Background: an optimization exercise with open tools, aiming at small area, a short achievable clock period and few clock cycles. Do not read the settings as production practice. Function was checked by simulation only, so behaviour that the tests miss may differ from the original. Power is estimated from default activity; no workload was simulated.

==> flow/design.v (excerpt) <==
module fbe (
    input  wire        clk,
    input  wire        rst,           
    input  wire        host_valid,
    output wire        host_ready,
    input  wire        host_write,
    input  wire [1:0]  host_size,     
    input  wire [15:0] host_addr,     
    input  wire [31:0] host_wdata,
    output reg         resp_valid,
    output reg  [31:0] resp_rdata,
    output reg         src_valid,
    output reg  [31:0] src_addr,
    input  wire        src_ready,
    input  wire [7:0]  src_data,
    output reg         sink_valid,
    output reg  [1:0]  sink_kind,     
    output reg  [7:0]  sink_data,
    input  wire        sink_ready
);
    localparam integer W  = 48;
    localparam integer H  = 32;
    localparam integer N  = W * H / 8;
    localparam [1:0] M_WHITE = 2'd0, M_BLACK = 2'd1, M_XOR = 2'd2, M_OR = 2'd3;
    localparam [7:0] OP_NOP = 8'h00, OP_CLEAR = 8'h01, OP_INVERT = 8'h02,
                     OP_SETPIXEL = 8'h03, OP_GETPIXEL = 8'h04, OP_LINE = 8'h05,
                     OP_HRUN = 8'h06, OP_VRUN = 8'h07, OP_RECT = 8'h08,
                     OP_FILLRECT = 8'h09, OP_CIRCLE = 8'h0A, OP_FILLCIRCLE = 8'h0B,
                     OP_BLIT = 8'h0C, OP_PRESENT = 8'h0D, OP_BACKLIGHT = 8'h0E;
    localparam integer S_IDLE  = 0,
                       S_WIN0  = 1,     
                       S_WIN1  = 2,     
                       S_GETP  = 3,
                       S_PRES  = 4,
                       S_FLUSH = 5,
                       S_BLS   = 6,
                       S_RECT2 = 7,
                       S_LSET  = 8,
                       S_LINE  = 9,
                       S_CW1   = 10,
                       S_CW2   = 11,
                       S_BSKIP = 12,
                       S_BRUN  = 13,
                       S_DONE  = 14,    
  ...
For scale: ~0.12 mm^2 of cells after synthesis.
Settings: LEC_CHECK=0, CAP_MARGIN=20, CELL_PAD_IN_SITES_DETAIL_PLACEMENT=1, CELL_PAD_IN_SITES_GLOBAL_PLACEMENT=2, CORE_MARGIN=2, CORE_UTILIZATION=20, PLACE_DENSITY=0.3, SLEW_MARGIN=20; clock period 16.0 ns.
run.sh (not shown) runs the stock make flow with config.mk's settings and CLKGATE_MAP_FILE= SYNTH_SCRIPT=/design/flow/synth_recipe.tcl, a recipe that flattens the netlist after the stock synthesis.
The first run went through all stages and came out clean.
Testbench counts at the start, summed over its fixed seeds: cycles 16,095.
==> next run, changes <==
--- a/flow/config.mk
+++ b/flow/config.mk
@@ -6,9 +6,11 @@
 export NUM_CORES = 4
 export LEC_CHECK = 0
-export CAP_MARGIN = 20
+export CAP_MARGIN = 10
 export CELL_PAD_IN_SITES_DETAIL_PLACEMENT = 1
 export CELL_PAD_IN_SITES_GLOBAL_PLACEMENT = 2
 export CORE_MARGIN = 2
 export CORE_UTILIZATION = 20
+export CTS_CLUSTER_DIAMETER = 80
+export CTS_CLUSTER_SIZE = 40
 export PLACE_DENSITY = 0.3
-export SLEW_MARGIN = 20
+export SLEW_MARGIN = 10
Now the flow finished but fails on max-capacitance violations, max-slew violations.
Wire length goes down by about 0.43%.
Combinational power hardly moves.
Via count falls by 0.73%.
==> next run, changes <==
--- a/flow/config.mk
+++ b/flow/config.mk
@@ -6,5 +6,5 @@
 export NUM_CORES = 4
 export LEC_CHECK = 0
-export CAP_MARGIN = 10
+export CAP_MARGIN = 20
 export CELL_PAD_IN_SITES_DETAIL_PLACEMENT = 1
 export CELL_PAD_IN_SITES_GLOBAL_PLACEMENT = 2
@@ -14,3 +14,3 @@
 export CTS_CLUSTER_SIZE = 40
 export PLACE_DENSITY = 0.3
-export SLEW_MARGIN = 10
+export SLEW_MARGIN = 20
Effect: Now the flow finished clean. Synthesized area does not change. Non-clock buffer count is higher by 9. Setup slack is worse by 11 ps. Combinational power barely changes. Hold slack is about the same. Cell area stays flat. First-iteration DRC count rises by 2.7%. Critical path depth does not change. Global-route usage is about the same.

---

fbe, a different RTL version from the one above (not shown whole).
For scale: about 14000 cells after synthesis, roughly 0.12 mm^2 of cells after synthesis.
==> flow/config.mk <==
export PLATFORM = sky130hd
export DESIGN_NAME = fbe
export DESIGN_NICKNAME = fbe
export VERILOG_FILES = /design/flow/design.v
export SDC_FILE = /design/flow/constraint.sdc
export NUM_CORES = 4
export LEC_CHECK = 0
export CAP_MARGIN = 10
export CELL_PAD_IN_SITES_DETAIL_PLACEMENT = 1
export CELL_PAD_IN_SITES_GLOBAL_PLACEMENT = 2
export CORE_MARGIN = 2
export CORE_UTILIZATION = 20
export CTS_CLUSTER_DIAMETER = 80
export CTS_CLUSTER_SIZE = 40
export PLACE_DENSITY = 0.3
export SLEW_MARGIN = 10
==> flow/constraint.sdc <==
create_clock -name core_clock -period 16.0 [get_ports {clk}]
set_input_delay 3.2000 -clock core_clock [delete_from_list [all_inputs] [get_ports {clk}]]
set_output_delay 3.2000 -clock core_clock [all_outputs]
set_load 0.01 [all_outputs]
The baseline completed without violations.
Testbench counts at the start, summed over its fixed seeds: cycles 16,095.
==> next run, changes <==
CAP_MARGIN = 20   (was 10)
CTS_CLUSTER_DIAMETER = not set   (was 80)
CTS_CLUSTER_SIZE = not set   (was 40)
SLEW_MARGIN = 20   (was 10)
Effect: The changed run went through all stages and came out clean; sequential power stays flat; routed wire length barely changes; clock power came out higher by about a fifth; area after synthesis is unchanged; synthesized cell count stays the same; combinational power is about the same; final cell count came out higher slightly.

==> re-timing with driven ports <==
In the flow no input, the clock included, has a driving cell. The finished layouts below were timed again as built, in two steps.
Step 1 (the two cells are an assumption about what drives the block):
set clk [get_ports {clk}]
set_driving_cell -lib_cell sky130_fd_sc_hd__clkbuf_16 $clk
set_driving_cell -lib_cell sky130_fd_sc_hd__buf_2 [delete_from_list [all_inputs] $clk]
Step 2, shift: input delay + t, output delay - t, t = (earliest + latest rising clock arrival at the registers) / 2. This alone moves slack from input paths to output paths.
Three values: no drivers, after step 1, after step 2; two values: the first two.
run | shift t [ns] | setup slack, ns | worst setup path at the end | latest minus earliest clock arrival (ns)
the first run of note 1 | 1.122 | 10.109 / 10.109 / 9.429 | input to register | 0.108 / 0.107
the second run of note 1 | 1.126 | 10.177 / 10.177 / 9.421 | input to register | 0.119 / 0.119
the third run of note 1 | 1.130 | 10.167 / 10.167 / 9.441 | input to register | 0.120 / 0.120
the first run of note 2 | 1.130 | 10.201 / 10.201 / 9.649 | input to register | 0.181 / 0.180
the second run of note 2 | 1.080 | 10.283 / 10.283 / 9.683 | input to register | 0.108 / 0.108
The setup slack of the second run of note 1, which loses most, moves by 0.000 ns with the drivers and by -0.756 ns with both steps.
